Context: an optimization exercise on an open-source flow, tuned for small area, a short achievable clock period and few clock cycles. The choices shown serve that exercise and are no tape-out recipe. In this exercise RTL edits were held to simulation tests only and were not proved equivalent to the original. No activity file was given, so power comes from the tool's default toggle rates.

## sb_core
module sb_core (
    input  wire         clk,
    input  wire         rst_n,
    input  wire [7:0]   dev_addr,
    input  wire [31:0]  stale_ms,
    input  wire [31:0]  turn_ms,
    input  wire         en_crc_resp,
    input  wire         en_flag_resp,
    input  wire         full_duplex,
    input  wire         flow_ctrl,
    input  wire [31:0]  now_ms,
    input  wire         poll,
    input  wire         app_start,
    input  wire [2:0]   app_op,
    input  wire [2:0]   app_handle,
    input  wire [127:0] app_wdata,
    input  wire [4:0]   app_wlen,
    output wire         ready,
    output reg          done,
    output reg          app_result,
    output wire [127:0] app_rdata,
    output reg  [4:0]   app_rlen,
    output reg          on_write_valid,
    output wire [2:0]   on_write_index,
    input  wire         rx_valid,
    input  wire [7:0]   rx_data,
    output wire         rx_ready,
    output wire         tx_valid,
    output wire [7:0]   tx_data,
    input  wire         tx_ready,
    input  wire         tx_idle,
    output reg          dir
);
Size: roughly 3400 cells after synthesis, about 700 flip-flops, ~410 I/O pins.
export LEC_CHECK = 0
export CAP_MARGIN = 20
export CORE_MARGIN = 2
export CORE_UTILIZATION = 55
export CTS_BUF_LIST = sky130_fd_sc_hd__clkbuf_4 sky130_fd_sc_hd__clkbuf_8
export PLACE_DENSITY = 0.7
export SLEW_MARGIN = 20
create_clock -name core_clock -period 10.0 [get_ports {clk}]
standard.sh (not shown) runs the stock make flow with config.mk's settings and CLKGATE_MAP_FILE= SYNTH_SCRIPT=/design/flow/synth_recipe.tcl, a recipe that flattens the netlist after the stock synthesis.
==> flow/flow/run.sh <==
#!/bin/bash
set -euo pipefail
bash standard.sh "BUFFER_PORTS_ARGS=-buffer_cell sky130_fd_sc_hd__buf_1" SETUP_SLACK_MARGIN=6.7 finish > standard.log 2>&1
Testbench counts at the start, summed over its fixed seeds: cycles 31,173.
==> next run, changes <==
==> flow/flow/run.sh (replaced) <==
#!/bin/bash
set -euo pipefail
bash standard.sh "BUFFER_PORTS_ARGS=-buffer_cell sky130_fd_sc_hd__buf_1" SETUP_SLACK_MARGIN=6.4 finish > standard.log 2>&1
Settings changed: CORE_UTILIZATION 55 to 70, PLACE_DENSITY 0.7 to 0.8.
Effect: Cell area fell by 7.6%. Routed wire length decreases by about 6%. Total power decreases by 3.3%. Combinational power falls by 8.1%. Worst setup slack got worse by 0.042 ns. Maximum frequency fell by about 1.2%. Sequential share of layout area rose by 3.3 points.
==> next run, changes <==
Settings changed: CORE_UTILIZATION 70 to 55, PLACE_DENSITY 0.8 to 0.7.
After rerunning:
- power went up by 2.3%
- cell area goes up by 0.59%
- hold slack barely changes
- sequential share of layout area fell by 0.27 points
- wire length decreases by 2.9%
- via count shrinks by 4.7%
- critical path depth goes up by 3
==> next run, changes <==
Settings changed: CTS_BUF_LIST sky130_fd_sc_hd__clkbuf_4 sky130_fd_sc_hd__clkbuf_8 to not set.
Power came out higher by 2.9%; die area does not change; setup slack is worse by 0.017 ns; register-to-register slack is better by 0.05 ns; clock skew came out lower by 0.042 ns; wire length came out higher by 0.38%; final area came out higher by 0.82%.


sb_core, a different RTL version from the one above (not shown whole).
For scale: roughly 3800 cells after synthesis, roughly 410 I/O pins, about 41000 sq um of cells after synthesis.
Settings: LEC_CHECK=0, CAP_MARGIN=20, CORE_MARGIN=2, CORE_UTILIZATION=40, PLACE_DENSITY=0.6, SETUP_SLACK_MARGIN=5, SLEW_MARGIN=20; clock period 10.0 ns.
run.sh (not shown) runs the stock make flow with config.mk's settings and CLKGATE_MAP_FILE= SYNTH_SCRIPT=/design/flow/synth_recipe.tcl, a recipe that flattens the netlist after the stock synthesis.
Stock flow here: none of the scripts above is used.
The first run completed without violations.
Testbench counts at the start, summed over its fixed seeds: cycles 31,173.
Change:
CORE_UTILIZATION = 55   (was 40)
PLACE_DENSITY = 0.7   (was 0.6)
Outcome:
- die area is lower by 27%
- final cell count is lower by 7.3%
- maximum frequency is higher by 0.83%
- via count barely changes
- clock power is lower by 8.2%
- area after synthesis stays the same


Setup of old:
sb_core, a different RTL version from the one above (not shown whole).
For scale: roughly 700 flip-flops, roughly 410 I/O pins, ~0.038 mm² of cells after synthesis.
## sb_core
module sb_core (
    input  wire         clk,
    input  wire         rst_n,
    input  wire [7:0]   dev_addr,
    input  wire [31:0]  stale_ms,
    input  wire [31:0]  turn_ms,
    input  wire         en_crc_resp,
    input  wire         en_flag_resp,
    input  wire         full_duplex,
    input  wire         flow_ctrl,
    input  wire [31:0]  now_ms,
    input  wire         poll,
    input  wire         app_start,
    input  wire [2:0]   app_op,
    input  wire [2:0]   app_handle,
    input  wire [127:0] app_wdata,
    input  wire [4:0]   app_wlen,
    output wire         ready,
    output reg          done,
    output reg          app_result,
    output wire [127:0] app_rdata,
    output reg  [4:0]   app_rlen,
    output reg          on_write_valid,
    output wire [2:0]   on_write_index,
    input  wire         rx_valid,
    input  wire [7:0]   rx_data,
    output wire         rx_ready,
    output wire         tx_valid,
    output wire [7:0]   tx_data,
    input  wire         tx_ready,
    input  wire         tx_idle,
    output reg          dir
);
clock: 10.0 ns
lec_check: 0
cap_margin: 20
core_margin: 2
core_utilization: 70
place_density: 0.8
slew_margin: 20
standard.sh (not shown) runs the stock make flow with config.mk's settings and CLKGATE_MAP_FILE= SYNTH_SCRIPT=/design/flow/synth_recipe.tcl, a recipe that flattens the netlist after the stock synthesis.
==> flow/flow/run.sh <==
#!/bin/bash
set -euo pipefail
bash standard.sh "BUFFER_PORTS_ARGS=-buffer_cell sky130_fd_sc_hd__buf_1" SETUP_SLACK_MARGIN=6.4 finish > standard.log 2>&1
No stage failed in old, and the final checks on the layout all came back clean.
Testbench counts of old, summed over its fixed seeds: cycles 31,650.
Here is what was changed in the inputs of new compared with old.
Settings: swapping 0.8 for 0.7 in PLACE_DENSITY; swapping 70 for 55 in CORE_UTILIZATION.
==> notes.md <==
- Run comparison: new path type of the worst setup path flop to flop; old path type of the worst setup path primary input to flop
- Diff old -> new: via count of the first global-routing pass fell by about 6%, die area rose by 27%, number of buffers added for setup after CTS rose by 16, critical path depth rose by 1.
- | proportion of cell area occupied by multi-input gates | higher: old |
- Largest stage delay on the critical path in new is 0.02 ns lower than in old

afterwards: timing with drivers on the ports:
The flow's constraints put no driver on any port. The routed layouts listed below were extracted and timed again, unchanged, in two steps. Step 1 sets driving cells, clkbuf_16 on the clock port and buf_2 on the other inputs (assumed; they add their load-dependent delay and slew). Step 2 adds t to the input delays and takes it off the output delays; t is the mean of the earliest and latest rising clock arrival at the registers after step 1. Input paths then give back, and output paths get back, about the clock's delay inside the block. a / b / c = no drivers / after step 1 / after step 2; a / b = the first two.
run | shift t [ns] | setup WS [ns] | clock arrival spread, ns
the first run of note 1 | 0.816 | 6.453 / 6.387 / 5.845 | 0.051 / 0.051
the second run of note 1 | 0.778 | 6.411 / 6.377 / 5.670 | 0.062 / 0.062
the third run of note 1 | 0.811 | 6.413 / 6.328 / 5.517 | 0.086 / 0.086
the fourth run of note 1 | 0.679 | 6.397 / 6.394 / 5.751 | 0.028 / 0.029
the first run of note 2 | 0.710 | 4.955 / 4.854 / 4.144 | 0.031 / 0.031
the second run of note 2 | 0.691 | 4.996 / 4.887 / 4.197 | 0.041 / 0.041
old | 0.693 | 6.241 / 6.261 / 5.568 | 0.035 / 0.035
new | 0.701 | 6.365 / 6.365 / 5.708 | 0.046 / 0.046
After both steps setup and hold are still met in every run listed. The setup slack of the third run of note 1, which loses most, moves by -0.085 ns with the drivers and by -0.896 ns with both steps.
